What follows belongs to an exercise in optimizing a design on an open flow for small area and few clock cycles; a production flow would make more cautious choices. Where RTL was checked, it was by simulation tests only, not by an equivalence proof against the original. Function not checked in run 1: the RTL went through the layout flow alone. Power is estimated from default activity; no workload was simulated.

==> flow/design.v <==
module nios_codec (
    input  wire        clk,
    input  wire        rst,             
    input  wire        op_valid,
    output wire        op_ready,
    input  wire [63:0] op,
    output reg         rsp_valid,
    output wire [1:0]  rsp_kind,        
    output wire [63:0] rsp_data,
    output wire        ev_notice,
    output wire [5:0]  ev_notice_obs,
    output wire [5:0]  ev_notice_exp,
    output wire        ev_suppressed,
    output wire        ev_sample,
    output wire [31:0] ev_sample_val,
    output wire        ev_summary,
    output wire [34:0] ev_summary_val
);
    localparam [2:0] OP_NOP = 3'd0, OP_ENC = 3'd1, OP_CMDRD = 3'd2, OP_DSTART = 3'd3,
                     OP_DBYTE = 3'd4, OP_DEND = 3'd5, OP_READ = 3'd6, OP_RESET = 3'd7;
    localparam [1:0] PH_IDLE = 2'd0, PH_CMD = 2'd1, PH_DEC = 2'd2, PH_DONE = 2'd3;
    localparam [2:0] E_NONE = 3'd0, E_ARG = 3'd1, E_INPUT = 3'd2, E_SEQ = 3'd3, E_ILL = 3'd4;
    localparam [1:0] R_OK = 2'd0, R_VAL = 2'd1, R_FAULT = 2'd2, R_REFUSED = 2'd3;
    function [34:0] inc35(input [34:0] a);
        integer i; reg c;
        begin
            c = 1'b1;
            for (i = 0; i < 35; i = i + 1) begin
                inc35[i] = a[i] ^ c;
                c = c & a[i];
            end
        end
    endfunction
    function [5:0] inc6(input [5:0] a);
        integer i; reg c;
        begin
            c = 1'b1;
            for (i = 0; i < 6; i = i + 1) begin
                inc6[i] = a[i] ^ c;
                c = c & a[i];
            end
        end
    endfunction
    function [33:0] sub34(input [33:0] a, input [33:0] b);
        integer i; reg c;
        begin
            c = 1'b1;
            for (i = 0; i < 34; i = i + 1) begin
                sub34[i] = a[i] ^ ~b[i] ^ c;
                c = (a[i] & ~b[i]) | (a[i] & c) | (~b[i] & c);
            end
        end
    endfunction
    reg [1:0]  ph;
    reg [2:0]  err;
    reg [31:0] cmd;
    reg [34:0] rec_done;
    reg [1:0]  byte_idx;
    reg [23:0] asm_buf;
    reg [34:0] loss;
    reg [31:0] last_word;
    reg        last_mis;
    reg        have_rec;      
    reg  [33:0] half_total;
    reg  [2:0]  mcnt;
    wire        busy = |mcnt;
    reg [1:0]  r_kind;
    reg        r_cmdrd;
    reg [2:0]  r_sel;
    reg        r_sample;
    reg        r_summary;
    reg [5:0]  r_exp;
    assign op_ready = ~(busy & op[63]);
    wire       fire     = op_valid & op_ready;
    wire [2:0] opc      = op[63:61];
    wire       in_fault = |err;
    reg rsv_bad;
    always @* begin
        case (opc)
            OP_NOP, OP_DSTART, OP_DEND: rsv_bad = |op[60:0];
            OP_CMDRD:                   rsv_bad = |op[60:2];
            OP_DBYTE:                   rsv_bad = |op[60:8];
            OP_READ:                    rsv_bad = |op[60:3];
            default:                    rsv_bad = 1'b0;
        endcase
    end
    reg admitted;
    always @* begin
        case (opc)
            OP_ENC:    admitted = (ph == PH_IDLE);
            OP_CMDRD:  admitted = (ph != PH_IDLE);
            OP_DSTART: admitted = (ph == PH_CMD);
            OP_DBYTE:  admitted = (ph == PH_DEC);
            OP_DEND:   admitted = (ph == PH_DEC);
            default:   admitted = 1'b1;
        endcase
    end
    wire [34:0] total_calc = {half_total, 1'b0};
    wire        all_done   = (rec_done == total_calc);
    wire [5:0]  exp_ctr  = have_rec ? inc6(last_word[26:21]) : 6'd0;
    wire [31:0] rec_word = {asm_buf, op[7:0]};
    wire        rec_mis  = (rec_word[26:21] != exp_ctr);
    wire        loss_hz  = ~|loss[34:3];
    wire        loss_le5 = loss_hz & ~(loss[2] & loss[1]);
    wire        loss_eq5 = loss_hz & (loss[2:0] == 3'd5);
    wire        loss_ge5 = ~loss_hz | (loss[2] & (loss[1] | loss[0]));
    wire        enc_ch_bad = |op[57:29];
    reg        fault;
    reg [2:0]  fault_code;
    reg [1:0]  n_kind;
    reg        do_reset, do_enc, do_dstart, do_byte, do_rec, do_dend;
    always @* begin
        fault = 1'b0; fault_code = E_NONE; n_kind = R_OK;
        do_reset = 1'b0; do_enc = 1'b0; do_dstart = 1'b0; do_byte = 1'b0; do_rec = 1'b0; do_dend = 1'b0;
        if (opc == OP_RESET) begin
            do_reset = 1'b1;
        end else if (in_fault) begin
            if ((opc == OP_NOP || opc == OP_READ) && !rsv_bad) n_kind = (opc == OP_READ) ? R_VAL : R_OK;
            else n_kind = R_REFUSED;
        end else if (rsv_bad) begin
            fault = 1'b1; fault_code = E_ILL;
        end else if (!admitted) begin
            fault = 1'b1; fault_code = E_SEQ;
        end else begin
            case (opc)
                OP_ENC: begin
                    if (enc_ch_bad) begin fault = 1'b1; fault_code = E_ARG; end
                    else do_enc = 1'b1;
                end
                OP_CMDRD:  n_kind = R_VAL;
                OP_DSTART: do_dstart = 1'b1;
                OP_DBYTE: begin
                    if (all_done) begin fault = 1'b1; fault_code = E_INPUT; end
                    else if (byte_idx != 2'd3) do_byte = 1'b1;
                    else do_rec = 1'b1;
                end
                OP_DEND: begin
                    if (byte_idx != 2'd0 || !all_done) begin fault = 1'b1; fault_code = E_INPUT; end
                    else do_dend = 1'b1;
                end
                OP_READ:   n_kind = R_VAL;
                default:   n_kind = R_OK;
            endcase
        end
        if (fault) n_kind = R_FAULT;
    end
    always @(posedge clk) begin
        if (rst || (fire && do_reset)) begin
            ph        <= PH_IDLE;
            err       <= E_NONE;
            rec_done  <= 35'd0;
            byte_idx  <= 2'd0;
            loss      <= 35'd0;
            last_mis  <= 1'b0;
            have_rec  <= 1'b0;
        end else if (fire) begin
            if (fault) err <= fault_code;
            if (do_enc)    ph <= PH_CMD;
            if (do_dstart) ph <= PH_DEC;
            if (do_dend)   ph <= PH_DONE;
            if (do_byte)   byte_idx <= {byte_idx[1] ^ byte_idx[0], ~byte_idx[0]};
            if (do_rec) begin
                byte_idx  <= 2'd0;
                if (rec_mis) loss <= inc35(loss);
                last_mis  <= rec_mis;
                have_rec  <= 1'b1;
                rec_done  <= inc35(rec_done);
            end
        end
    end
    always @(posedge clk)
        if (fire && do_enc) cmd <= {op[60], op[59:58], op[28:26], op[25:0]};
    always @(posedge clk)
        if (fire && do_rec) last_word <= rec_word;
    always @(posedge clk)
        if (fire && opc == OP_DBYTE) asm_buf <= {asm_buf[15:0], op[7:0]};
    always @(posedge clk) begin
        if (rst) mcnt <= 3'd0;
        else if (fire && do_enc) mcnt <= 3'd4;
        else if (busy) mcnt <= mcnt - 3'd1;
    end
    always @(posedge clk) begin
        if (fire && do_enc) half_total <= {8'd0, op[25:0]};
        else if (busy) half_total <= sub34({half_total[31:0], 2'b00}, (mcnt == 3'd2) ? 34'd0 : {8'd0, cmd[25:0]});
    end
    always @(posedge clk) begin
        if (rst) rsp_valid <= 1'b0;
        else     rsp_valid <= fire;
    end
    always @(posedge clk) begin
        if (fire) begin
            r_kind    <= n_kind;
            r_cmdrd   <= (opc == OP_CMDRD);
            r_sel     <= op[2:0];
            r_sample  <= do_rec;
            r_summary <= do_dend && !loss_le5;
            r_exp     <= exp_ctr;
        end
    end
    wire [12:0] status_word = {loss_ge5, last_mis, byte_idx, 1'b0, err, 1'b0, in_fault, ph & {2{~in_fault}}};
    wire        is_read = ~r_kind[1] & ~r_cmdrd;
    wire        is_cb   = ~r_kind[1] & r_cmdrd;
    wire s_status = is_read & (r_sel == 3'd0);
    wire s_cmd    = is_read & (r_sel == 3'd1) & (ph != PH_IDLE);
    wire s_total  = is_read & (r_sel == 3'd2) & ph[1];
    wire s_done   = is_read & (r_sel == 3'd3);
    wire s_exp    = is_read & (r_sel == 3'd4);
    wire s_loss   = is_read & (r_sel == 3'd5);
    wire s_lw     = is_read & (r_sel[2:1] == 2'b11) & have_rec;
    wire s_sx     = s_lw & r_sel[0];
    wire s_err    = r_kind[1];
    wire [34:0] dsel =
          ({35{s_status}} & {22'd0, status_word})
        | ({35{s_cmd}}    & {3'd0, cmd})
        | ({35{s_total}}  & total_calc)
        | ({35{s_done}}   & rec_done)
        | ({35{s_exp}}    & {29'd0, exp_ctr})
        | ({35{s_loss}}   & loss)
        | ({35{s_lw}}     & {3'd0, s_sx ? {10{last_word[21]}} : last_word[31:22], last_word[21:0]})
        | ({35{s_err}}    & {32'd0, err})
        | ({35{is_cb & (r_sel[1:0] == 2'd0)}} & {27'd0, cmd[31:24]})
        | ({35{is_cb & (r_sel[1:0] == 2'd1)}} & {27'd0, cmd[23:16]})
        | ({35{is_cb & (r_sel[1:0] == 2'd2)}} & {27'd0, cmd[15:8]})
        | ({35{is_cb & (r_sel[1:0] == 2'd3)}} & {27'd0, cmd[7:0]});
    assign rsp_kind = r_kind;
    assign rsp_data = {29'd0, dsel};
    assign ev_sample      = r_sample;
    assign ev_notice      = r_sample & last_mis & loss_le5;
    assign ev_suppressed  = r_sample & last_mis & loss_eq5;
    assign ev_notice_obs  = last_word[26:21];
    assign ev_notice_exp  = r_exp;
    assign ev_sample_val  = {{10{last_word[21]}}, last_word[21:0]};
    assign ev_summary     = r_summary;
    assign ev_summary_val = loss;
endmodule
==> flow/flow/run.sh <==
#!/bin/bash
# Standard ORFS layout (the standard.sh, unchanged synthesis), with two
# layout-only changes: ports are buffered with the smallest buffer cell, and
# clock tree synthesis inserts no dummy load cells.
set -euo pipefail
export BUFFER_PORTS_ARGS="-buffer_cell sky130_fd_sc_hd__buf_1"
export CTS_ARGS="-sink_clustering_enable -repair_clock_nets -dont_use_dummy_load"
bash standard.sh > flow.log 2>&1
==> flow/standard.sh <==
#!/bin/bash
# synth_recipe.tcl (not shown) runs the flow's synth.tcl, then flattens the netlist and writes it again
# the make line also repeats each setting of config.mk as NAME=value (left out here)
make -C /OpenROAD-flow-scripts/flow DESIGN_CONFIG=/design/flow/config.mk WORK_HOME=/design/flow/orfs CLKGATE_MAP_FILE= SYNTH_SCRIPT=/design/flow/synth_recipe.tcl "${@:-finish}"
==> flow/config.mk <==
export PLATFORM = sky130hd
export DESIGN_NAME = nios_codec
export DESIGN_NICKNAME = nios_codec
export VERILOG_FILES = /design/flow/design.v
export SDC_FILE = /design/flow/constraint.sdc
export NUM_CORES = 4
export LEC_CHECK = 0
export CAP_MARGIN = 20
export CORE_MARGIN = 2
export CORE_UTILIZATION = 40
export SLEW_MARGIN = 20
==> flow/constraint.sdc <==
create_clock -name core_clock -period 7.0 [get_ports {clk}]
set_input_delay 1.4000 -clock core_clock [delete_from_list [all_inputs] [get_ports {clk}]]
set_output_delay 1.4000 -clock core_clock [all_outputs]
set_load 0.01 [all_outputs]
==> results of run 1 <==
## per-stage QoR
stage / util, % / worst slack (ns) / cells / TNS [ns] / hold WS [ns]
floorplan: - / -3.40 / 1265 / -34.09 / 0.400
global placement: 44.1 / -3.58 / 1748 / -35.87 / 0.401
detailed placement: 44.1 / -3.68 / 1748 / -37.56 / 0.405
CTS: 46.3 / -3.70 / 1774 / -37.32 / 0.416
global route: 46.7 / -3.94 / 1775 / -40.72 / 0.429
finish: 46.7 / -3.71 / 1775 / -37.66 / 0.415
## metal layers
metal	part of all wire (%)	global-route usage [%]	vias to the layer above
met5	0	0	-
met4	4.4	10.2	0
met3	9.8	4.01	94
met2	43	36.9	624
met1	42	35.4	5104
li1	-	-	4765
## cell usage after synthesis, types with 5 or more instances
cell type and instances:
a221oi_1 15, and2_1 23, nand3_1 50, nor2_1 74, o21ai_0 49, edfxtp_1 128
xor2_1 10, nand2b_1 17, inv_1 55, nand2_1 56, nor4_1 23, mux2i_1 8
nand4_1 53, buf_4 71, or3_1 6, a21oi_1 130, buf_2 14, nor3_1 13
dfxtp_1 91, a222oi_1 21, xnor2_1 35, o31ai_1 36, fa_1 24, a22oi_1 34
and4_1 5, clkbuf_1 55, ha_1 85
## final timing paths
path | from | end | slack (ns)
worst max-delay path | mcnt[0] | half_total[33] | -3.71
worst min-delay path | asm_buf[20] | last_word[28] | 0.41
worst max register to register | mcnt[0] | half_total[33] | -3.71
worst min register to register | asm_buf[20] | last_word[28] | 0.41
## what timing repair did
action                                  CTS  global route
hold buffers                              0             0
endpoints found under the setup margin   16            22
buffers inserted                          0             1
endpoints found under the hold margin     0             0
pin swaps                                 0             2
gates resized for setup                   3            38
## sequential cells by signal, summed over array words and instances, names as in the netlist, 3 cells and up
register,count
asm_buf,24
rec_done,35
r_exp,6
half_total,34
mcnt,3
cmd,32
loss,35
last_word,32
r_sel,3
err,3
## logic make-up after synthesis
| kind of cell | Yosys count |
|---|---|
| AND/OR/NAND/NOR | 342 |
| XOR/XNOR | 45 |
| adder cells (fa/ha/maj) | 109 |
| flip-flops | 219 |
| AO/OA/AOI/OAI | 305 |
| buffers and inverters | 205 |
| multiplexers | 11 |
| other | 1 |
## power by group through the flow
stage                     clock, mW  sequential (mW)  combinational, mW
after floorplan                   0             1.72              0.784
after global placement            0             1.73               1.15
after detailed placement          0             1.74               1.17
after CTS                      1.16             1.71               1.18
after global routing           1.20             1.74               1.38
final                          1.14             1.72               1.26
## area by class of cell
type,count,area [sq um]
Fill cell,2894,16300
Timing Repair Buffer,238,1080
Clock buffer,26,651
Multi-Input combinational cell,841,6220
Tap cell,396,495
Inverter,55,209
Sequential cell,219,5670
==> results.json, run 1 <==
{
  "cts_root_buf": "clkbuf_16",
  "cts_tree": "done",
  "synth_cell_types": 58,
  "clock_power_share_pct": 27.7,
  "max_slew.worst_pin.slew_ns": 1.16,
  "startpoint_type": "register",
  "required_ns": 7.36,
  "initial_utilization_pct": 40.8,
  "synth_edf_count": 128,
  "arrival_ns": 11.07,
  "ff2ff_path_depth": 43,
  "antenna_cells": 0,
  "relSlewSlack_pct": 22.6,
  "critical_path.top_delay_family": "adder cells",
  "p_switching_mw": 1.35,
  "yosysSeqAreaShare_pct": 45.3,
  "ys_ff_latch": 219,
  "violations": "negative setup slack",
  "pwr-share-comb_pct": 30.5,
  "critical_path_class": "register to register",
  "drive_above_1_share_pct": 12.3,
  "p_sw_share_pct": 32.8,
  "io_pins": 218,
  "async_flop_share_pct": 0,
  "ys.flop_type": "edfxtp_1",
  "cts.sinks": 219,
  "post-route-period-util_pct": 153,
  "seqPwrFrac_pct": 41.8,
  "synth_compound_area_share_pct": 15.3,
  "drc": 0,
  "antenna_found_initial": 0,
  "firstDrtPassIters": 7,
  "slew_viol_final": 0,
  "muxShareOfSynthArea_pct": 0.909,
  "synth_top_family_by_area": "compound AO/OA/AOI/OAI gates",
  "crit_buf_inv": 4,
  "p_int_mw": 2.76,
  "placed_cell_area_sq_um": 13500,
  "numCtsBuffers": 26,
  "ir_worst_vdd_mv": 0.174,
  "cts_buffer_depth": 3,
  "grt_max_degree": 75,
  "grt_setup_unrepaired": "yes",
  "h-tree-depth": 1,
  "fin_area_sq_um": 14300,
  "status": "finished with violations",
  "area_delta_synth_final_pct": 14.5,
  "critical_path_depth": 43,
  "ys.warnings.count": 1,
  "final_common_cell": "buf_1",
  "layout_setup_ws_ns": -3.71,
  "post_drt_via_cell_ratio": 5.96,
  "coreArea_sq_um": 30700,
  "vias": 10600,
  "hold_violations": 0,
  "fin_nets": 1557,
  "post-synth-top-area-cell": "edfxtp_1",
  "initialDrtViolationCount": 1336,
  "die_y_um": 181,
  "setup_viol": 16,
  "fmax_mhz": 93.4,
  "final_cell_mix": "buf_1, edfxtp_1, a21oi_1",
  "slowest_stage": "fa_2",
  "worst_path_most_repeated_cell": "fa_2",
  "routed_wl_um": 42000,
  "path_max_fanout": 4,
  "design.die.area_sq_um": 32700,
  "synth_top_area_share_pct": 30.7,
  "grt_pass1_vias": 9799,
  "routedWlPerCell_um": 23.7,
  "syn-mean-instance-area_sq_um": 10.1,
  "track_usage_pct": 24.7,
  "synthTopCellsByArea": "edfxtp_1, dfxtp_1, ha_1",
  "gp_congestion": 0.896,
  "hold_depth": 0,
  "synth_xor_area_share_pct": 3.15,
  "syn_area_sq_um": 12500,
  "cpPeakStageDelay_ns": 0.36,
  "clkTransAtPathRegs_ns": 0.06,
  "syn_inst": 1237,
  "portBuffers": 188,
  "crit_path_end_kind": "register",
  "grt-ovfl-total": 0,
  "hp-class": "register to register",
  "clock_latency_ns": 0.56,
  "period_minus_slack_ns": 10.71,
  "finClkSkew_ns": 0.0721,
  "hpwlAfterDp_um": 30800,
  "synthAdderAreaFrac_pct": 12.3,
  "rows": 64,
  "fp.dieW_um": 181,
  "drv_cap": 0,
  "synth-simple-area-share_pct": 14.4,
  "leakage_nw": 5.29,
  "p_per_area_nw_per_um2": 287,
  "finalPower_mw": 4.12,
  "grt_pass1_wl_um": 61700,
  "detail-route-antenna-nets": 0
}
==> run 2: changes to the inputs <==
--- a/flow/design.v
+++ b/flow/design.v
@@ -22,11 +22,11 @@
     localparam [2:0] E_NONE = 3'd0, E_ARG = 3'd1, E_INPUT = 3'd2, E_SEQ = 3'd3, E_ILL = 3'd4;
     localparam [1:0] R_OK = 2'd0, R_VAL = 2'd1, R_FAULT = 2'd2, R_REFUSED = 2'd3;
-    function [34:0] inc35(input [34:0] a);
-        integer i; reg c;
+    function [34:0] inc35(input [34:0] a, input ci);
+        integer i; reg t;
         begin
-            c = 1'b1;
+            t = 1'b1;
             for (i = 0; i < 35; i = i + 1) begin
-                inc35[i] = a[i] ^ c;
-                c = c & a[i];
+                inc35[i] = a[i] ^ (ci & t);
+                t = t & a[i];
             end
         end
@@ -39,14 +39,4 @@
                 inc6[i] = a[i] ^ c;
                 c = c & a[i];
-            end
-        end
-    endfunction
-    function [33:0] sub34(input [33:0] a, input [33:0] b);
-        integer i; reg c;
-        begin
-            c = 1'b1;
-            for (i = 0; i < 34; i = i + 1) begin
-                sub34[i] = a[i] ^ ~b[i] ^ c;
-                c = (a[i] & ~b[i]) | (a[i] & c) | (~b[i] & c);
             end
         end
@@ -63,6 +53,10 @@
     reg        have_rec;      
     reg  [33:0] half_total;
-    reg  [2:0]  mcnt;
+    reg  [6:0]  mwin;         
+    reg  [2:0]  mcy;          
+    reg  [5:0]  mcnt;
     wire        busy = |mcnt;
+    wire        mb   = half_total[0];     
+    wire [3:0]  msum = mb + mwin[0] + mwin[1] + mwin[2] + mwin[4] + mwin[6] + mcy;
     reg [1:0]  r_kind;
     reg        r_cmdrd;
@@ -71,5 +65,5 @@
     reg        r_summary;
     reg [5:0]  r_exp;
-    assign op_ready = ~(busy & op[63]);
+    assign op_ready = ~(busy & op[63] & op[62]);
     wire       fire     = op_valid & op_ready;
     wire [2:0] opc      = op[63:61];
@@ -97,5 +91,5 @@
     end
     wire [34:0] total_calc = {half_total, 1'b0};
-    wire        all_done   = (rec_done == total_calc);
+    wire        all_done   = busy ? ~|cmd[25:0] : (rec_done == total_calc);
     wire [5:0]  exp_ctr  = have_rec ? inc6(last_word[26:21]) : 6'd0;
     wire [31:0] rec_word = {asm_buf, op[7:0]};
@@ -149,7 +143,5 @@
             ph        <= PH_IDLE;
             err       <= E_NONE;
-            rec_done  <= 35'd0;
             byte_idx  <= 2'd0;
-            loss      <= 35'd0;
             last_mis  <= 1'b0;
             have_rec  <= 1'b0;
@@ -162,10 +154,13 @@
             if (do_rec) begin
                 byte_idx  <= 2'd0;
-                if (rec_mis) loss <= inc35(loss);
                 last_mis  <= rec_mis;
                 have_rec  <= 1'b1;
-                rec_done  <= inc35(rec_done);
             end
         end
+    end
+    wire clr = rst | (fire & do_reset);
+    always @(posedge clk) begin
+        rec_done <= inc35(rec_done, fire & do_rec) & {35{~clr}};
+        loss     <= inc35(loss, fire & do_rec & rec_mis) & {35{~clr}};
     end
     always @(posedge clk)
@@ -176,11 +171,18 @@
         if (fire && opc == OP_DBYTE) asm_buf <= {asm_buf[15:0], op[7:0]};
     always @(posedge clk) begin
-        if (rst) mcnt <= 3'd0;
-        else if (fire && do_enc) mcnt <= 3'd4;
-        else if (busy) mcnt <= mcnt - 3'd1;
-    end
-    always @(posedge clk) begin
-        if (fire && do_enc) half_total <= {8'd0, op[25:0]};
-        else if (busy) half_total <= sub34({half_total[31:0], 2'b00}, (mcnt == 3'd2) ? 34'd0 : {8'd0, cmd[25:0]});
+        if (rst) mcnt <= 6'd0;
+        else if (fire && do_enc) mcnt <= 6'd34;
+        else if (busy) mcnt <= mcnt - 6'd1;
+    end
+    always @(posedge clk) begin
+        if (fire && do_enc) begin
+            half_total <= {8'd0, op[25:0]};
+            mwin       <= 7'd0;
+            mcy        <= 3'd0;
+        end else if (busy) begin
+            half_total <= {msum[0], half_total[33:1]};
+            mwin       <= {mwin[5:0], mb};
+            mcy        <= msum[3:1];
+        end
     end
     always @(posedge clk) begin
@@ -189,12 +191,10 @@
     end
     always @(posedge clk) begin
-        if (fire) begin
-            r_kind    <= n_kind;
-            r_cmdrd   <= (opc == OP_CMDRD);
-            r_sel     <= op[2:0];
-            r_sample  <= do_rec;
-            r_summary <= do_dend && !loss_le5;
-            r_exp     <= exp_ctr;
-        end
+        r_kind    <= n_kind;
+        r_cmdrd   <= (opc == OP_CMDRD);
+        r_sel     <= op[2:0];
+        r_sample  <= do_rec;
+        r_summary <= do_dend && !loss_le5;
+        r_exp     <= exp_ctr;
     end
     wire [12:0] status_word = {loss_ge5, last_mis, byte_idx, 1'b0, err, 1'b0, in_fault, ph & {2{~in_fault}}};
@@ -210,7 +210,9 @@
     wire s_sx     = s_lw & r_sel[0];
     wire s_err    = r_kind[1];
+    wire s_clo = s_cmd | (is_cb & (r_sel[1:0] == 2'd3));
     wire [34:0] dsel =
           ({35{s_status}} & {22'd0, status_word})
-        | ({35{s_cmd}}    & {3'd0, cmd})
+        | ({35{s_cmd}}    & {3'd0, cmd[31:8], 8'd0})
+        | ({35{s_clo}}    & {27'd0, cmd[7:0]})
         | ({35{s_total}}  & total_calc)
         | ({35{s_done}}   & rec_done)
@@ -221,6 +223,5 @@
         | ({35{is_cb & (r_sel[1:0] == 2'd0)}} & {27'd0, cmd[31:24]})
         | ({35{is_cb & (r_sel[1:0] == 2'd1)}} & {27'd0, cmd[23:16]})
-        | ({35{is_cb & (r_sel[1:0] == 2'd2)}} & {27'd0, cmd[15:8]})
-        | ({35{is_cb & (r_sel[1:0] == 2'd3)}} & {27'd0, cmd[7:0]});
+        | ({35{is_cb & (r_sel[1:0] == 2'd2)}} & {27'd0, cmd[15:8]});
     assign rsp_kind = r_kind;
     assign rsp_data = {29'd0, dsel};
==> run 2 against run 1 <==
- the run now finishes clean
- via count shrank 1.9%
- largest power group unchanged
- sequential power grew 8%
- die area shrank 5.3%
- area after synthesis shrank 5.5%
- synthesized cell count grew 1.5%
- routed wire length shrank 4.4%
- maximum frequency grew 120%
- largest cell class is now registers
==> results.json, run 2 <==
{
  "syn-mean-instance-area_sq_um": 9.43,
  "final_cell_mix": "nand2_1, buf_1, dfxtp_1",
  "critical_path.cell_chain": "nor2b_1 -> o21ai_0 -> o22ai_1 -> a221oi_1 -> nand2_1 -> buf_1",
  "track_usage_pct": 25.2,
  "grt-ovfl-total": 0,
  "cpPeakStageDelay_ns": 0.86,
  "p_per_area_nw_per_um2": 288,
  "yosys-top-cells-count": "nand2_1, dfxtp_1, edfxtp_1, buf_4, a21oi_1",
  "drc": 0,
  "async_flop_share_pct": 0,
  "final_common_cell": "nand2_1",
  "drv_cap": 0,
  "synth_edf_count": 114,
  "critical_path_class": "register to output pin",
  "clkTransAtPathRegs_ns": 0.06,
  "coreArea_sq_um": 28900,
  "leakage_nw": 4.47,
  "cts_root_buf": "clkbuf_16",
  "h-tree-depth": 1,
  "syn_inst": 1255,
  "fmax_mhz": 201,
  "fin_util_pct": 45.3,
  "routedWlPerCell_um": 22.9,
  "tns_ns": 0,
  "syn_area_sq_um": 11800,
  "status": "timing/DRC/antenna clean",
  "grt_pass1_wl_um": 58400,
  "ys.warnings.count": 1,
  "reg.largest.list": "loss (35), rec_done (35), half_total (34)",
  "synth_top_area_share_pct": 28.9,
  "critical_path.top_delay_family": "compound AO/OA/AOI/OAI gates",
  "gp_congestion": 1.01,
  "crit_path_end_kind": "output pin",
  "hold_start": "asm_buf[22]",
  "ys_ff_latch": 232,
  "cts_buffer_depth": 3,
  "portBuffers": 188,
  "rows": 62,
  "relSlewSlack_pct": 31.1,
  "post-route-period-util_pct": 71.1,
  "antenna_found_initial": 0,
  "period_minus_slack_ns": 4.98,
  "drive_above_1_share_pct": 4.59,
  "initialDrtViolationCount": 1269,
  "hp-class": "register to register",
  "detail-route-antenna-nets": 0,
  "slew_viol_final": 0,
  "finalPower_mw": 3.77,
  "slowest_stage": "dfxtp_1",
  "cts_resized": 0,
  "vias": 10400,
  "hold_violations": 0,
  "initial_utilization_pct": 40.9,
  "max_slew.worst_pin.slew_ns": 1.03,
  "numCtsBuffers": 25,
  "reg2reg_from": "last_word[21]",
  "dp_cells": 1733,
  "design.die.area_sq_um": 31000,
  "post-synth-top-count-cell": "nand2_1",
  "post-synth-top-area-cell": "edfxtp_1",
  "startpoint_type": "register",
  "yosysSeqAreaShare_pct": 48.9,
  "finClkSkew_ns": 0.0289,
  "antenna_cells": 0,
  "io_pins": 218,
  "synth_cell_types": 66,
  "crit_buf_inv": 1,
  "area_delta_synth_final_pct": 10.7,
  "arrival_ns": 3.58,
  "crit_start": "r_sel[0]",
  "grt_pass1_vias": 9194,
  "synthTopCellsByArea": "edfxtp_1, dfxtp_1, nand2_1",
  "instances_no_fill": 1758,
  "hpwlAfterDp_um": 30500,
  "post-cts-setup-buffers": 0,
  "die_y_um": 176,
  "r2r_setup_slack_ns": 2.90,
  "setup_viol": 0,
  "grt_max_degree": 70,
  "routed_wl_um": 40200,
  "cts_tree": "done",
  "cts_hold_buf": 0,
  "fp.dieW_um": 176,
  "ys.flop_type": "dfxtp_1",
  "cts.sinks": 232,
  "required_ns": 5.60,
  "fin_nets": 1459,
  "post_drt_via_cell_ratio": 5.91,
  "clock_latency_ns": 0.53,
  "firstDrtPassIters": 8,
  "path_max_fanout": 25,
  "ir_worst_vdd_mv": 0.215,
  "grt_setup_unrepaired": "no"
}
run 2: area by class of cell:
class	count	area (sq um)
flip-flops and latches	232	5790
fillers	2829	15800
inverters	32	120
well taps	384	480
clock buffers	25	626
repair buffers	203	818
multi-input cells	882	5270
run 2: report_power, final:
group	internal, mW	switching (mW)	total, mW
sequential	1.65	0.214	1.86
combinational	0.315	0.474	0.789
clock	0.623	0.496	1.12
total	2.59	1.18	3.77
run 2: metal layers:
layer | vias up | track usage, % | wire length (um)
met4 | 0 | 8.68 | 1490
met5 | - | 0 | 0
met1 | 4975 | 35.9 | 17000
met2 | 578 | 38.4 | 17800
li1 | 4762 | - | -
met3 | 70 | 4.76 | 3930
run 2: per-stage QoR:
stage	worst slack [ns]	hold slack, ns	area [sq um]
finish	2.02	0.416	13100
global route	1.78	0.424	13100
CTS	2.09	0.417	13100
detailed placement	2.05	0.405	12500
global placement	2.15	0.403	12500
floorplan	2.69	0.400	11900
run 2: final timing paths:
kind	depth (start not counted)	to
max	6	rsp_data[2]
min	0	last_word[30]
max reg2reg	11	loss[30]
min reg2reg	0	last_word[30]
run 2: logic make-up after synthesis:
| logic type | share of synthesized area (%) |
|---|---|
| AO/OA/AOI/OAI | 14.7 |
| XOR/XNOR | 4.14 |
| adder cells (fa/ha/maj) | 1.95 |
| buffers and inverters | 7.60 |
| flip-flops | 48.9 |
| multiplexers | 1.27 |
| other | 0.0317 |
| AND/OR/NAND/NOR | 21.4 |
Testbench counts of run 2, summed over its fixed seeds: cycles 49,534.
==> run 3: changes to the inputs <==
==> flow/flow/run.sh (replaced) <==
#!/bin/bash
# Standard ORFS layout (the standard.sh, unchanged synthesis), with
# layout-only changes: ports are buffered with the smallest buffer cell, and
# clock tree synthesis uses small clock buffers and inserts no dummy loads.
set -euo pipefail
export BUFFER_PORTS_ARGS="-buffer_cell sky130_fd_sc_hd__buf_1"
export CTS_ARGS="-sink_clustering_enable -repair_clock_nets -dont_use_dummy_load -buf_list sky130_fd_sc_hd__clkbuf_4"
bash standard.sh > flow.log 2>&1
==> run 3 against run 2 <==
- still clean on timing, DRC and antenna
- combinational power barely moved
- maximum frequency fell by 4.0%
- worst hold slack got worse by 0.0079 ns
- critical path depth did not move
- non-clock buffer count did not move
- clock skew rose by 0.064 ns
- synthesized cell count did not move
- register-to-register slack got worse by 0.02 ns
- area after synthesis did not move
- largest cell class unchanged
==> results.json, run 3 <==
{
  "status": "timing/DRC/antenna clean",
  "numCtsBuffers": 61,
  "detail-route-antenna-nets": 0,
  "reg.largest.list": "loss (35), rec_done (35), half_total (34)",
  "antenna_found_initial": 1,
  "fin_nets": 1495,
  "grt_pass1_wl_um": 58900,
  "cts_root_buf": "clkbuf_4",
  "dp_slack_ns": 2.05,
  "grt-ovfl-total": 0,
  "cts_buffer_depth": 3,
  "drive_above_1_share_pct": 7.02,
  "track_usage_pct": 25.5,
  "yosys-top-cells-count": "nand2_1, dfxtp_1, edfxtp_1, buf_4, a21oi_1",
  "period_minus_slack_ns": 5.19,
  "cts_resized": 0,
  "rows": 62,
  "leakage_nw": 4.44,
  "design.die.area_sq_um": 31000,
  "routedWlPerCell_um": 22.6,
  "vias": 10600,
  "syn_inst": 1255,
  "firstDrtPassIters": 7,
  "final_common_cell": "nand2_1",
  "hp-class": "register to register",
  "fp.dieW_um": 176,
  "max_slew.worst_pin.slew_ns": 1.02,
  "nFillCells": 2868,
  "clkTransAtPathRegs_ns": 0.06,
  "startpoint_type": "register",
  "grt_max_degree": 70,
  "tns_ns": 0,
  "hold_violations": 0,
  "initialDrtViolationCount": 1324,
  "required_ns": 5.60,
  "slew_viol_final": 0,
  "hpwlAfterDp_um": 30500,
  "post-synth-top-area-cell": "edfxtp_1",
  "setup_viol": 0,
  "syn-mean-instance-area_sq_um": 9.43,
  "coreArea_sq_um": 28900,
  "finClkSkew_ns": 0.0931,
  "portBuffers": 188,
  "syn_area_sq_um": 11800,
  "initial_utilization_pct": 40.9,
  "ir_worst_vdd_mv": 0.156,
  "routed_wl_um": 40600,
  "ys.flop_type": "dfxtp_1",
  "gp_congestion": 1.01,
  "cts_tree": "done",
  "async_flop_share_pct": 0,
  "synth_edf_count": 114,
  "cts.sinks": 232,
  "drc": 0,
  "critical_path.top_delay_family": "compound AO/OA/AOI/OAI gates",
  "cpPeakStageDelay_ns": 0.84,
  "grt_setup_unrepaired": "no",
  "cts_hold_buf": 0,
  "post-route-period-util_pct": 74.1,
  "synth_top_area_share_pct": 28.9,
  "post_drt_via_cell_ratio": 5.88,
  "post-cts-setup-buffers": 0,
  "io_pins": 218,
  "drv_cap": 0,
  "post-synth-top-count-cell": "nand2_1",
  "p_per_area_nw_per_um2": 273,
  "slowest_stage": "dfxtp_1",
  "yosysSeqAreaShare_pct": 48.9,
  "relSlewSlack_pct": 31.7,
  "grt_pass1_vias": 9517,
  "synth_cell_types": 66,
  "die_y_um": 176,
  "area_delta_synth_final_pct": 9.32,
  "final_cell_mix": "nand2_1, buf_1, dfxtp_1",
  "crit_path_end_kind": "output pin",
  "synthTopCellsByArea": "edfxtp_1, dfxtp_1, nand2_1",
  "path_max_fanout": 25,
  "layout_setup_ws_ns": 1.81,
  "critical_path_class": "register to output pin",
  "ys.warnings.count": 1,
  "clock_latency_ns": 0.73,
  "crit_buf_inv": 1,
  "ys_ff_latch": 232,
  "critical_path.cell_chain": "nor2b_1 -> o21ai_0 -> o22ai_1 -> a221oi_1 -> nand2_1 -> buf_1",
  "h-tree-depth": 2,
  "arrival_ns": 3.79,
  "fmax_mhz": 193
}
run 3: cell count changes in the layout (fill, tap and decap cells not counted), sizes merged:
cell | previous run | this run
clkbuf | 25 | 61
diode | 0 | 2
run 3: logic make-up (layout without fill, tap and decap cells):
| family | after synthesis | count (layout) | share of synthesized area (%) |
|---|---|---|---|
| compound gates | 256 | 256 | 14.7 |
| fa+ha+maj | 16 | 16 | 1.95 |
| simple gates | 510 | 510 | 21.4 |
| flops | 232 | 232 | 48.9 |
| buf+inv | 169 | 296 | 7.60 |
| other cells | 1 | 31 | 0.0317 |
| mux | 15 | 15 | 1.27 |
| xor+xnor | 56 | 56 | 4.14 |
run 3: per-layer routing:
layer	up-vias	global-route usage, %	part of all wire [%]
met5	-	0	0
met2	600	38.0	44
li1	4860	-	-
met3	85	5.73	9.6
met1	5008	35.4	42
met4	0	11.4	4.2
run 3: worst register-to-register path: cells and delay by family (launching register included):
| kind | cells | cell delay (ns) |
|---|---|---|
| flip-flops | 1 | 0.62 |
| AND/OR/NAND/NOR | 3 | 1.43 |
| adder cells (fa/ha/maj) | 4 | 1.06 |
| AO/OA/AOI/OAI | 4 | 0.89 |
run 3: report_power, final:
group,internal (mW),switching (mW),total (mW)
Combinational,0.316,0.471,0.786
Clock,0.391,0.493,0.884
Sequential,1.65,0.214,1.86
Total,2.35,1.18,3.53
run 3: final timing paths:
path / from / end / slack [ns] / depth (start not counted)
max reg2reg: last_word[21] / loss[30] / 2.88 / 11
min reg2reg: asm_buf[22] / last_word[30] / 0.41 / 0
min: asm_buf[22] / last_word[30] / 0.41 / 0
max: r_sel[0] / rsp_data[2] / 1.81 / 6
run 3: metrics by stage:
step | area [sq um] | total power [mW] | hold slack, ns | util [%] | cells
6_report | 12900 | 3.53 | 0.408 | 44.7 | 1796
2_1_floorplan | 11900 | 2.39 | 0.400 | - | 1283
3_5_place_dp | 12500 | 2.67 | 0.405 | 43.1 | 1733
4_1_cts | 12900 | 3.56 | 0.411 | 44.7 | 1794
5_1_grt | 12900 | 3.76 | 0.425 | 44.7 | 1796
3_3_place_gp | 12500 | 2.65 | 0.403 | 43.1 | 1733
run 3: final cells by class:
class	count	area [sq um]	share of cell area (%)
tap	384	480	3.71
sequential	232	5790	44.7
timing repair buffer	203	818	6.32
inverter	32	120	0.928
clock buffer	61	458	3.54
antenna	2	5.00	0.0387
multi-input combinational	882	5270	40.7
==> run 4: changes to the inputs <==
==> flow/run.sh (new file) <==
#!/bin/bash
# synth_recipe.tcl (not shown) runs the flow's synth.tcl, then flattens the netlist and writes it again
# the make line also repeats each setting of config.mk as NAME=value (left out here)
make -C /OpenROAD-flow-scripts/flow DESIGN_CONFIG=/design/flow/config.mk WORK_HOME=/design/flow/orfs CLKGATE_MAP_FILE= SYNTH_SCRIPT=/design/flow/synth_recipe.tcl finish
removed: flow/flow/run.sh
removed: flow/standard.sh
==> run 4 against run 3 <==
- cell count is 0.39% lower
- clock power grew 74%
- sequential cell count did not move
- routed wire length grew 0.85%
- register-to-register slack barely moved
- critical path type unchanged
- still clean
- sequential power about the same
- setup slack worse by 0.097 ns
- clock skew decreased by 0.060 ns
- maximum frequency fell by 1.8%
==> results.json, run 4 <==
{
  "vias": 10600,
  "leakage_nw": 5.13,
  "routed_wl_um": 40900,
  "ys.warnings.count": 1,
  "numCtsBuffers": 28,
  "drive_above_1_share_pct": 6.20,
  "drv_cap": 0,
  "syn_inst": 1255,
  "slew_viol_final": 0,
  "hpwlAfterDp_um": 30800,
  "die_y_um": 176,
  "final_cell_mix": "nand2_1, clkdlybuf4s50_1, dfxtp_1",
  "fp.dieW_um": 176,
  "clock_latency_ns": 0.57,
  "finalPower_mw": 4.22,
  "hold_depth": 0,
  "ff2ff_path_depth": 11,
  "yosysSeqAreaShare_pct": 48.9,
  "required_ns": 5.60,
  "instances_no_fill": 1789,
  "period_minus_slack_ns": 5.29,
  "post_drt_via_cell_ratio": 5.94,
  "grt_pass1_vias": 9400,
  "post-synth-top-count-cell": "nand2_1",
  "r2r_setup_slack_ns": 2.87,
  "fmax_mhz": 189,
  "startpoint_type": "register",
  "area_delta_synth_final_pct": 23.9,
  "synth_top_area_share_pct": 28.9,
  "tns_ns": 0,
  "hold_violations": 0,
  "multiInputGateArea_sq_um": 5270,
  "rows": 62,
  "track_usage_pct": 25.7,
  "p_per_area_nw_per_um2": 288,
  "final_common_cell": "nand2_1",
  "reg2reg_from": "last_word[21]",
  "clkTransAtPathRegs_ns": 0.06,
  "arrival_ns": 3.89,
  "hp-class": "register to register",
  "synth_cell_types": 66,
  "cts.sinks": 232,
  "seq_area_sq_um": 5790,
  "design.die.area_sq_um": 31000,
  "cts_resized": 0,
  "crit_path_end_kind": "output pin",
  "synthTopCellsByArea": "edfxtp_1, dfxtp_1, nand2_1",
  "cts_hold_buf": 0,
  "dp_slack_ns": 1.91,
  "initialDrtViolationCount": 1289,
  "status": "timing/DRC/antenna clean",
  "firstDrtPassIters": 6,
  "post-cts-setup-buffers": 0,
  "async_flop_share_pct": 0,
  "fin_util_pct": 50.7,
  "io_pins": 218,
  "cts_tree": "done",
  "antenna_found_initial": 2,
  "coreArea_sq_um": 28900,
  "drc": 0,
  "initial_utilization_pct": 40.9,
  "hold_start": "asm_buf[20]",
  "yosys-top-cells-count": "nand2_1, dfxtp_1, edfxtp_1, buf_4, a21oi_1",
  "r2r_end": "loss[31]",
  "cts_buffer_depth": 3,
  "fin_nets": 1465,
  "path_max_fanout": 25,
  "grt_pass1_wl_um": 60100,
  "ys.flop_type": "dfxtp_1",
  "max_slew.worst_pin.slew_ns": 1.01,
  "grt_setup_unrepaired": "no",
  "ys_ff_latch": 232,
  "synth_edf_count": 114,
  "setup_viol": 0,
  "critical_path_class": "register to output pin",
  "post-synth-top-area-cell": "edfxtp_1",
  "crit_start": "r_sel[0]",
  "detail-route-antenna-nets": 0,
  "routedWlPerCell_um": 22.9,
  "relSlewSlack_pct": 32.5,
  "syn-mean-instance-area_sq_um": 9.43,
  "layout_setup_ws_ns": 1.71,
  "dp_cells": 1736,
  "grt_max_degree": 66,
  "cts_root_buf": "clkbuf_16",
  "nFillCells": 2703,
  "post-route-period-util_pct": 75.5,
  "grt-ovfl-total": 0,
  "finClkSkew_ns": 0.0329,
  "min_to": "last_word[28]",
  "h-tree-depth": 1,
  "gp_congestion": 1.02,
  "syn_area_sq_um": 11800,
  "ir_worst_vdd_mv": 0.235,
  "portBuffers": 188,
  "reg.largest.list": "loss (35), rec_done (35), half_total (34)"
}
[run 4: changes by cell type in the layout (fill, tap and decap cells not counted), sizes merged]
cell / before / now
buf: 203 / 18
clkinv: 0 / 9
diode: 2 / 1
inv: 32 / 33
clkinvlp: 0 / 2
bufinv: 0 / 5
clkdlybuf4s50: 0 / 188
clkbuf: 61 / 35
[run 4: kinds of logic (layout without fill, tap and decap cells)]
group / Yosys count / in the layout / share of synthesized area [%]
adders and majority gates: 16 / 16 / 1.95
and+or+nand+nor: 510 / 510 / 21.4
buffers and inverters: 169 / 290 / 7.60
DFF: 232 / 232 / 48.9
muxes: 15 / 15 / 1.27
xor gates and xnor gates: 56 / 56 / 4.14
AOI/OAI and AO/OA: 256 / 256 / 14.7
other: 1 / 30 / 0.0317
[run 4: how the worst max path moves through the flow]
stage	endpoint	cells past startpoint	slack, ns
global route	rsp_data[27]	7	1.62
finish	rsp_data[28]	7	1.71
CTS	rsp_data[28]	7	1.82
floorplan	rec_done[0]	10	2.69
detailed placement	loss[31]	8	1.91
global placement	loss[29]	8	2.04
[run 4: critical path: stages, from the launching register on]
cell,delay (ns)
dfxtp_1,0.30
buf_4,0.26
nor2b_1,0.61
and3_1,0.82
buf_4,0.39
a22oi_1,0.17
nand3_1,0.18
clkdlybuf4s50_1,0.56
[run 4: power by group]
part / switching [mW] / internal, mW
sequential: 0.211 / 1.65
combinational: 0.471 / 0.348
clock: 0.604 / 0.939
total: 1.29 / 2.93
[run 4: layer usage]
metal | vias to the layer above | part of all wire (%) | GRT usage, %
met5 | - | 0 | 0
met4 | 0 | 4.3 | 10.5
met3 | 92 | 10 | 3.83
met2 | 603 | 43 | 37.7
met1 | 5117 | 42 | 37.9
li1 | 4806 | - | -
[run 4: final cells by class]
| type | count | share of cell area [%] |
|---|---|---|
| Sequential cell | 232 | 39.5 |
| Inverter | 32 | 0.819 |
| Antenna cell | 1 | 0.0171 |
| Clock buffer | 35 | 5.03 |
| Multi-Input combinational cell | 882 | 35.9 |
| Timing Repair Buffer | 206 | 13.8 |
| Clock inverter | 17 | 1.71 |
| Tap cell | 384 | 3.28 |
[run 4: per-stage QoR]
stage	hold WS, ns	area, sq um
global route	0.426	14700
global placement	0.401	13700
detailed placement	0.405	13700
finish	0.419	14700
CTS	0.421	14700
floorplan	0.400	11900
==> run 5: changes to the inputs <==
--- a/flow/design.v
+++ b/flow/design.v
@@ -69,25 +69,21 @@
     wire [2:0] opc      = op[63:61];
     wire       in_fault = |err;
-    reg rsv_bad;
-    always @* begin
-        case (opc)
-            OP_NOP, OP_DSTART, OP_DEND: rsv_bad = |op[60:0];
-            OP_CMDRD:                   rsv_bad = |op[60:2];
-            OP_DBYTE:                   rsv_bad = |op[60:8];
-            OP_READ:                    rsv_bad = |op[60:3];
-            default:                    rsv_bad = 1'b0;
-        endcase
-    end
-    reg admitted;
-    always @* begin
-        case (opc)
-            OP_ENC:    admitted = (ph == PH_IDLE);
-            OP_CMDRD:  admitted = (ph != PH_IDLE);
-            OP_DSTART: admitted = (ph == PH_CMD);
-            OP_DBYTE:  admitted = (ph == PH_DEC);
-            OP_DEND:   admitted = (ph == PH_DEC);
-            default:   admitted = 1'b1;
-        endcase
-    end
+    wire is_nop   = (opc == OP_NOP);
+    wire is_enc   = (opc == OP_ENC);
+    wire is_cmdrd = (opc == OP_CMDRD);
+    wire is_dst   = (opc == OP_DSTART);
+    wire is_dbyte = (opc == OP_DBYTE);
+    wire is_dend  = (opc == OP_DEND);
+    wire is_read  = (opc == OP_READ);
+    wire is_reset = (opc == OP_RESET);
+    wire or_hi   = |op[60:8];
+    wire or_mid  = |op[7:3];
+    wire or_lo   = |op[1:0];
+    wire no_arg  = is_nop | is_dst | is_dend;
+    wire rsv_bad = (or_hi & ~is_enc & ~is_reset) | (or_mid & (no_arg | is_cmdrd | is_read)) | (op[2] & (no_arg | is_cmdrd)) | (or_lo & no_arg);
+    wire admitted = is_enc   ? (ph == PH_IDLE) :
+                    is_cmdrd ? (ph != PH_IDLE) :
+                    is_dst   ? (ph == PH_CMD)  :
+                    (is_dbyte | is_dend) ? (ph == PH_DEC) : 1'b1;
     wire [34:0] total_calc = {half_total, 1'b0};
     wire        all_done   = busy ? ~|cmd[25:0] : (rec_done == total_calc);
@@ -100,43 +96,21 @@
     wire        loss_ge5 = ~loss_hz | (loss[2] & (loss[1] | loss[0]));
     wire        enc_ch_bad = |op[57:29];
-    reg        fault;
-    reg [2:0]  fault_code;
-    reg [1:0]  n_kind;
-    reg        do_reset, do_enc, do_dstart, do_byte, do_rec, do_dend;
-    always @* begin
-        fault = 1'b0; fault_code = E_NONE; n_kind = R_OK;
-        do_reset = 1'b0; do_enc = 1'b0; do_dstart = 1'b0; do_byte = 1'b0; do_rec = 1'b0; do_dend = 1'b0;
-        if (opc == OP_RESET) begin
-            do_reset = 1'b1;
-        end else if (in_fault) begin
-            if ((opc == OP_NOP || opc == OP_READ) && !rsv_bad) n_kind = (opc == OP_READ) ? R_VAL : R_OK;
-            else n_kind = R_REFUSED;
-        end else if (rsv_bad) begin
-            fault = 1'b1; fault_code = E_ILL;
-        end else if (!admitted) begin
-            fault = 1'b1; fault_code = E_SEQ;
-        end else begin
-            case (opc)
-                OP_ENC: begin
-                    if (enc_ch_bad) begin fault = 1'b1; fault_code = E_ARG; end
-                    else do_enc = 1'b1;
-                end
-                OP_CMDRD:  n_kind = R_VAL;
-                OP_DSTART: do_dstart = 1'b1;
-                OP_DBYTE: begin
-                    if (all_done) begin fault = 1'b1; fault_code = E_INPUT; end
-                    else if (byte_idx != 2'd3) do_byte = 1'b1;
-                    else do_rec = 1'b1;
-                end
-                OP_DEND: begin
-                    if (byte_idx != 2'd0 || !all_done) begin fault = 1'b1; fault_code = E_INPUT; end
-                    else do_dend = 1'b1;
-                end
-                OP_READ:   n_kind = R_VAL;
-                default:   n_kind = R_OK;
-            endcase
-        end
-        if (fault) n_kind = R_FAULT;
-    end
+    wire go       = ~is_reset & ~in_fault;            
+    wire legal    = go & ~rsv_bad & admitted;
+    wire byte_bad = is_dbyte & all_done;
+    wire end_bad  = is_dend & (byte_idx != 2'd0 || !all_done);
+    wire arg_bad  = is_enc & enc_ch_bad;
+    wire fault    = go & (rsv_bad | ~admitted | arg_bad | byte_bad | end_bad);
+    wire [2:0] fault_code = rsv_bad ? E_ILL : ~admitted ? E_SEQ : arg_bad ? E_ARG : E_INPUT;
+    wire do_reset  = is_reset;
+    wire do_enc    = legal & is_enc & ~enc_ch_bad;
+    wire do_dstart = legal & is_dst;
+    wire do_byte   = legal & is_dbyte & ~all_done & (byte_idx != 2'd3);
+    wire do_rec    = legal & is_dbyte & ~all_done & (byte_idx == 2'd3);
+    wire do_dend   = legal & is_dend & ~end_bad;
+    wire fault_ok  = (is_nop | is_read) & ~rsv_bad;   
+    wire [1:0] n_kind = (~is_reset & in_fault) ? (fault_ok ? {1'b0, is_read} : R_REFUSED) :
+                        fault ? R_FAULT :
+                        {1'b0, go & (is_cmdrd | is_read)};
     always @(posedge clk) begin
         if (rst || (fire && do_reset)) begin
@@ -199,13 +173,13 @@
     end
     wire [12:0] status_word = {loss_ge5, last_mis, byte_idx, 1'b0, err, 1'b0, in_fault, ph & {2{~in_fault}}};
-    wire        is_read = ~r_kind[1] & ~r_cmdrd;
+    wire        rd_resp = ~r_kind[1] & ~r_cmdrd;
     wire        is_cb   = ~r_kind[1] & r_cmdrd;
-    wire s_status = is_read & (r_sel == 3'd0);
-    wire s_cmd    = is_read & (r_sel == 3'd1) & (ph != PH_IDLE);
-    wire s_total  = is_read & (r_sel == 3'd2) & ph[1];
-    wire s_done   = is_read & (r_sel == 3'd3);
-    wire s_exp    = is_read & (r_sel == 3'd4);
-    wire s_loss   = is_read & (r_sel == 3'd5);
-    wire s_lw     = is_read & (r_sel[2:1] == 2'b11) & have_rec;
+    wire s_status = rd_resp & (r_sel == 3'd0);
+    wire s_cmd    = rd_resp & (r_sel == 3'd1) & (ph != PH_IDLE);
+    wire s_total  = rd_resp & (r_sel == 3'd2) & ph[1];
+    wire s_done   = rd_resp & (r_sel == 3'd3);
+    wire s_exp    = rd_resp & (r_sel == 3'd4);
+    wire s_loss   = rd_resp & (r_sel == 3'd5);
+    wire s_lw     = rd_resp & (r_sel[2:1] == 2'b11) & have_rec;
     wire s_sx     = s_lw & r_sel[0];
     wire s_err    = r_kind[1];
==> flow/flow/run.sh (new file) <==
#!/bin/bash
# Standard ORFS layout (the standard.sh, unchanged synthesis), with
# layout-only changes: ports are buffered with the smallest buffer cell, the
# clock tree uses small clock buffers in larger clusters and no dummy loads,
# Yosys/ABC buffers are removed at floorplan, placement is not timing driven
# (the design has ample slack), and the tie cell of the constant outputs is
# not split per output.
set -euo pipefail
export BUFFER_PORTS_ARGS="-buffer_cell sky130_fd_sc_hd__buf_1"
export CTS_ARGS="-sink_clustering_enable -repair_clock_nets -dont_use_dummy_load -buf_list sky130_fd_sc_hd__clkbuf_8 -sink_clustering_size 20 -sink_clustering_max_diameter 60"
export REMOVE_ABC_BUFFERS=1
export GPL_TIMING_DRIVEN=0
export SKIP_REPAIR_TIE_FANOUT=1
bash standard.sh > flow.log 2>&1
==> flow/standard.sh (new file) <==
#!/bin/bash
# synth_recipe.tcl (not shown) runs the flow's synth.tcl, then flattens the netlist and writes it again
# the make line also repeats each setting of config.mk as NAME=value (left out here)
make -C /OpenROAD-flow-scripts/flow DESIGN_CONFIG=/design/flow/config.mk WORK_HOME=/design/flow/orfs CLKGATE_MAP_FILE= SYNTH_SCRIPT=/design/flow/synth_recipe.tcl "${@:-finish}"
removed: flow/run.sh
==> run 5 against run 4 <==
- critical endpoint is now rsp_data[27]
- synthesized cell count fell by 5.6%
- still clean on timing, DRC and antenna
- core utilization shrank 6.6 points
- largest cell class unchanged
- first-iteration DRC count is 4.1% higher
- sequential cell count stayed put
==> results.json, run 5 <==
{
  "crit_start": "r_sel[0]",
  "rows": 62,
  "h-tree-depth": 1,
  "initialDrtViolationCount": 1342,
  "status": "timing/DRC/antenna clean",
  "coreArea_sq_um": 28900,
  "slew_viol_final": 0,
  "startpoint_type": "register",
  "path_max_fanout": 25,
  "final_cell_mix": "buf_1, dfxtp_1, edfxtp_1",
  "final_common_cell": "buf_1",
  "ys.warnings.count": 1,
  "cts_buffer_depth": 3,
  "fp.dieW_um": 176,
  "post-synth-top-count-cell": "dfxtp_1",
  "ir_worst_vdd_mv": 0.164,
  "syn_area_sq_um": 11800,
  "fin_area_sq_um": 12700,
  "dp_slack_ns": 1.72,
  "leakage_nw": 4.15,
  "required_ns": 5.60,
  "critical_path.top_delay_family": "simple AND/OR/NAND/NOR gates",
  "reg2reg_from": "last_word[21]",
  "drive_above_1_share_pct": 7.29,
  "finClkSkew_ns": 0.0546,
  "cts_tree": "done",
  "grt_pass1_vias": 9099,
  "gp_congestion": 0.956,
  "synth_edf_count": 114,
  "grt_pass1_wl_um": 57000,
  "antenna_found_initial": 1,
  "setup_viol": 0,
  "crit_path_end_kind": "output pin",
  "p_sw_share_pct": 32.6,
  "clkTransAtPathRegs_ns": 0.10,
  "crit_buf_inv": 2,
  "synthTopCellsByArea": "edfxtp_1, dfxtp_1, buf_4",
  "drc": 0,
  "hold_start": "asm_buf[23]",
  "post-cts-setup-buffers": 0,
  "portBuffers": 188,
  "hold_violations": 0,
  "ys.flop_type": "dfxtp_1",
  "fin_util_pct": 44.1,
  "placed_cell_area_sq_um": 12400,
  "cpPeakStageDelay_ns": 0.85,
  "fin_nets": 1360,
  "critical_path_class": "register to output pin",
  "routed_wl_um": 38900,
  "p_int_mw": 2.23,
  "vias": 10100,
  "design.die.area_sq_um": 30900,
  "io_pins": 218,
  "layout_setup_ws_ns": 1.88,
  "async_flop_share_pct": 0,
  "post-route-period-util_pct": 73.2,
  "critical_path.cell_chain": "nor2b_1 -> o21ai_0 -> nor2_2 -> buf_6 -> a22oi_1 -> nand3_1 -> buf_1",
  "grt_max_degree": 61,
  "seqPwrFrac_pct": 54.9,
  "synth_top_area_share_pct": 29.0,
  "numCtsBuffers": 22,
  "max_slew.worst_pin.slew_ns": 1.10,
  "firstDrtPassIters": 9,
  "initial_utilization_pct": 40.8,
  "arrival_ns": 3.72,
  "antenna_cells": 0,
  "post_drt_via_cell_ratio": 6.11,
  "track_usage_pct": 24.4,
  "grt_setup_unrepaired": "no",
  "cts_resized": 0,
  "hpwlAfterDp_um": 29100,
  "clock_power_share_pct": 22.0,
  "clock_latency_ns": 0.57,
  "dp_cells": 1637,
  "drv_cap": 0,
  "pwr-share-comb_pct": 23.1,
  "synth_cell_types": 69,
  "relSlewSlack_pct": 26.5,
  "cts.sinks": 232,
  "post-synth-top-area-cell": "edfxtp_1",
  "area_delta_synth_final_pct": 7.99,
  "slowest_stage": "dfxtp_1",
  "detail-route-antenna-nets": 0,
  "syn-mean-instance-area_sq_um": 9.95,
  "grt-ovfl-total": 0,
  "ys_ff_latch": 232,
  "cts_root_buf": "clkbuf_8",
  "syn_inst": 1185,
  "instances_no_fill": 1659,
  "p_switching_mw": 1.08,
  "p_per_area_nw_per_um2": 260,
  "reg.largest.list": "loss (35), rec_done (35), half_total (34)",
  "yosys-top-cells-count": "dfxtp_1, edfxtp_1, nand2_1, a21oi_1, buf_4",
  "routedWlPerCell_um": 23.4,
  "yosysSeqAreaShare_pct": 49.1,
  "die_y_um": 176,
  "hp-class": "register to register",
  "cts_hold_buf": 0,
  "period_minus_slack_ns": 5.12,
  "fmax_mhz": 195
}
## run 5: metrics by stage
step / hold slack, ns / power [mW] / TNS (ns)
detailed placement: 0.406 / 2.60 / 0
CTS: 0.438 / 3.31 / 0
global placement: 0.404 / 2.58 / -110.77
finish: 0.432 / 3.31 / 0
global route: 0.450 / 3.48 / 0
floorplan: 0.400 / 2.33 / 0
## run 5: area by class of cell
cell class	instances	area (sq um)
Timing Repair Buffer	203	878
Multi-Input combinational cell	776	5120
Inverter	42	160
Clock buffer	22	303
Sequential cell	232	5790
Fill cell	2851	16100
Tap cell	384	480
## run 5: worst register-to-register path, stage by stage, from the launching register on
cell	delay (ns)
edfxtp_1	0.68
ha_1	0.32
ha_1	0.18
ha_1	0.18
ha_1	0.37
and2_1	0.22
o2111ai_1	0.20
o221a_2	0.23
o311ai_1	0.29
or3_2	0.85
or4_1	0.64
a21oi_1	0.14
## run 5: routing by layer
| layer | track usage [%] | wire length (um) | part of all wire, % | vias up |
|---|---|---|---|---|
| li1 | - | - | - | 4573 |
| met1 | 34.6 | 16600 | 43 | 4900 |
| met2 | 36.7 | 16800 | 43 | 580 |
| met3 | 6.04 | 4240 | 11 | 81 |
| met4 | 7.16 | 1230 | 3.2 | 2 |
| met5 | 0 | 13 | 0.033 | - |
## run 5: cell families (layout without fill, tap and decap cells)
kind of cell,after synthesis,count (layout),synth area share [%]
and+or+nand+nor,400,400,18.1
AOI/OAI and AO/OA,263,263,15.1
DFF,232,232,49.1
buffers and inverters,177,267,7.97
xor gates and xnor gates,59,59,4.38
muxes,37,37,3.42
adders and majority gates,16,16,1.95
other,1,1,0.0318
## run 5: path summary, 6_finish.rpt
path                                       to  cells after the start  slack (ns)
worst max-delay path             rsp_data[27]                      7        1.88
worst min-delay path            last_word[31]                      0        0.43
worst max register to register       loss[25]                     11        2.59
worst min register to register  last_word[31]                      0        0.43
## run 5: power by group through the flow
stage	sequential, mW	clock, mW	combinational [mW]
after floorplan	1.78	0	0.554
after global placement	1.84	0	0.736
after detailed placement	1.84	0	0.758
after CTS	1.81	0.743	0.762
after global routing	1.83	0.788	0.860
final	1.82	0.727	0.763
Testbench counts of run 5, summed over its fixed seeds: cycles 49,534.
==> run 6: changes to the inputs <==
--- a/flow/flow/run.sh
+++ b/flow/flow/run.sh
@@ -8,5 +8,5 @@
 set -euo pipefail
 export BUFFER_PORTS_ARGS="-buffer_cell sky130_fd_sc_hd__buf_1"
-export CTS_ARGS="-sink_clustering_enable -repair_clock_nets -dont_use_dummy_load -buf_list sky130_fd_sc_hd__clkbuf_8 -sink_clustering_size 20 -sink_clustering_max_diameter 60"
+export CTS_ARGS="-sink_clustering_enable -repair_clock_nets -dont_use_dummy_load -buf_list sky130_fd_sc_hd__clkbuf_4 -sink_clustering_size 10 -sink_clustering_max_diameter 40"
 export REMOVE_ABC_BUFFERS=1
 export GPL_TIMING_DRIVEN=0
==> run 6 against run 5 <==
- largest power group unchanged
- total power fell by 0.86%
- routed wire length about the same
- final area fell by 0.18%
- combinational power is essentially flat
- maximum frequency shrank 3.1%
- die area did not move
- sequential power about the same
- first-iteration DRC count increased by 5.3%
- still clean
- critical path type unchanged
==> results.json, run 6 <==
{
  "status": "timing/DRC/antenna clean",
  "initial_utilization_pct": 40.8,
  "syn-mean-instance-area_sq_um": 9.95,
  "final_common_cell": "buf_1",
  "relSlewSlack_pct": 26.4,
  "max_slew.worst_pin.slew_ns": 1.10,
  "setup_viol": 0,
  "finClkSkew_ns": 0.0998,
  "die_y_um": 176,
  "rows": 62,
  "cts_tree": "done",
  "clkTransAtPathRegs_ns": 0.11,
  "numCtsBuffers": 37,
  "post-synth-top-count-cell": "dfxtp_1",
  "post-synth-top-area-cell": "edfxtp_1",
  "antenna_found_initial": 2,
  "area_delta_synth_final_pct": 7.80,
  "synth_top_area_share_pct": 29.0,
  "path_max_fanout": 25,
  "syn_inst": 1185,
  "track_usage_pct": 24.6,
  "whs_ns": 0.419,
  "post_drt_via_cell_ratio": 6.15,
  "yosysSeqAreaShare_pct": 49.1,
  "reg.largest.list": "loss (35), rec_done (35), half_total (34)",
  "drc": 0,
  "grt_pass1_vias": 9210,
  "grt_max_degree": 61,
  "clock_latency_ns": 0.68,
  "ys_ff_latch": 232,
  "ys.flop_type": "dfxtp_1",
  "gp_congestion": 0.956,
  "p_per_area_nw_per_um2": 258,
  "ys.warnings.count": 1,
  "period_minus_slack_ns": 5.29,
  "startpoint_type": "register",
  "synthTopCellsByArea": "edfxtp_1, dfxtp_1, buf_4",
  "initialDrtViolationCount": 1413,
  "drive_above_1_share_pct": 8.37,
  "synth_cell_types": 69,
  "slew_viol_final": 0,
  "vias": 10300,
  "hp-class": "register to register",
  "final_cell_mix": "buf_1, dfxtp_1, edfxtp_1",
  "nFillCells": 2859,
  "hpwlAfterDp_um": 29100,
  "cts_root_buf": "clkbuf_4",
  "grt_pass1_wl_um": 57500,
  "firstDrtPassIters": 9,
  "ir_worst_vdd_mv": 0.158,
  "cts_buffer_depth": 3,
  "hold_violations": 0,
  "cts_resized": 0,
  "arrival_ns": 3.89,
  "critical_path_class": "register to output pin",
  "yosys-top-cells-count": "dfxtp_1, edfxtp_1, nand2_1, a21oi_1, buf_4",
  "fin_nets": 1375,
  "routedWlPerCell_um": 23.2,
  "portBuffers": 188,
  "h-tree-depth": 2,
  "grt-ovfl-total": 0,
  "crit_path_end_kind": "output pin",
  "coreArea_sq_um": 28900,
  "drv_cap": 0,
  "post-route-period-util_pct": 75.5,
  "async_flop_share_pct": 0,
  "io_pins": 218,
  "dp_cells": 1637,
  "cts.sinks": 232,
  "synth_edf_count": 114,
  "cts_hold_buf": 0,
  "syn_area_sq_um": 11800,
  "detail-route-antenna-nets": 0,
  "fp.dieW_um": 176,
  "grt_setup_unrepaired": "no",
  "fin_area_sq_um": 12700,
  "fmax_mhz": 189,
  "required_ns": 5.60,
  "post-cts-setup-buffers": 0,
  "design.die.area_sq_um": 30900,
  "leakage_nw": 4.16,
  "placed_cell_area_sq_um": 12400,
  "instances_no_fill": 1675,
  "routed_wl_um": 38900
}
==> run 6: per-layer routing <==
layer	track usage (%)	share of wire, %	up-vias
li1	-	-	4612
met1	34.8	42	4970
met2	37.0	43	621
met3	6.08	11	96
met4	8.20	3.4	2
met5	0	0.039	-
==> run 6: logic make-up (layout without fill, tap and decap cells) <==
family	count (synthesis)	count (layout)	share of synthesized area (%)
mux	37	37	3.42
other cells	1	2	0.0318
xor+xnor	59	59	4.38
fa+ha+maj	16	16	1.95
buf+inv	177	282	7.97
compound gates	263	263	15.1
flops	232	232	49.1
simple gates	400	400	18.1
==> run 6: cell type report <==
cell class,instances,area (sq um),area share (%)
Antenna cell,1,2.50,0.0197
Clock buffer,37,278,2.19
Inverter,42,160,1.26
Multi-Input combinational cell,776,5120,40.3
Sequential cell,232,5790,45.5
Tap cell,384,480,3.78
Timing Repair Buffer,203,878,6.91
==> run 6: where the power goes <==
part	total [mW]	switching (mW)	internal, mW
Sequential	1.81	0.174	1.64
Combinational	0.761	0.456	0.305
Clock	0.702	0.459	0.243
Total	3.28	1.09	2.19
==> run 6: per-stage QoR <==
| step | power (mW) | setup TNS [ns] | util (%) | setup slack (ns) |
|---|---|---|---|---|
| 6_report | 3.28 | 0 | 44.0 | 1.71 |
| 5_1_grt | 3.47 | 0 | 44.0 | 1.55 |
| 4_1_cts | 3.29 | 0 | 44.0 | 1.87 |
| 3_5_place_dp | 2.60 | 0 | 43.1 | 1.72 |
| 3_3_place_gp | 2.58 | -110.77 | 42.2 | -2.00 |
| 2_1_floorplan | 2.33 | 0 | - | 0.886 |
==> run 6: worst paths after layout <==
check	start	slack, ns	to	cells after the start
setup reg to reg	last_word[21]	2.64	loss[18]	11
hold reg to reg	asm_buf[5]	0.42	asm_buf[13]	0
setup / recovery	r_sel[0]	1.71	rsp_data[27]	7
hold / removal	asm_buf[5]	0.42	asm_buf[13]	0
==> run 6: critical path, stage by stage, from the launching register on <==
cell and delay, ns:
dfxtp_1 0.87, nor2b_1 0.68, o21ai_0 0.32, nor2_2 0.64, buf_6 0.25, a22oi_1 0.08
nand3_1 0.19, buf_1 0.18

==> port drivers added, routing unchanged <==
Ports are ideal in the flow. The routed layouts listed here were re-timed in OpenROAD. Step 1 assumes that a clkbuf_16 drives the clock port and a buf_2 every other input. Step 2 moves the port delays by t, midway between the first and last clock arrival at a register: inputs arrive t later, outputs are due t later. That takes back most of the time a late clock gives input paths. Three values: no drivers, after step 1, after step 2; two values: the first two.
run | t, ns | setup WS [ns] | worst hold slack (ns) | worst slew at a driven data input, ns | pins driven straight from the clock port
run 1 | 0.575 | -3.709 / -3.709 / -3.709 | 0.415 / 0.415 / 0.415 | 0.05 | 1
run 2 | 0.567 | 2.021 / 1.970 / 2.283 | 0.416 / 0.416 / 0.416 | 0.04 | 1
run 3 | 0.725 | 1.812 / 1.766 / 2.265 | 0.408 / 0.408 / 0.408 | 0.04 | 1
run 4 | 0.605 | 1.714 / 1.661 / 1.825 | 0.419 / 0.419 / 0.419 | 0.04 | 1
run 5 | 0.589 | 1.877 / 1.831 / 1.597 | 0.432 / 0.432 / 0.432 | 0.06 | 1
run 6 | 0.677 | 1.713 / 1.666 / 1.611 | 0.419 / 0.419 / 0.419 | 0.06 | 1
The setup slack of run 5, which loses most, moves by -0.046 ns with the drivers and by -0.280 ns with both steps.
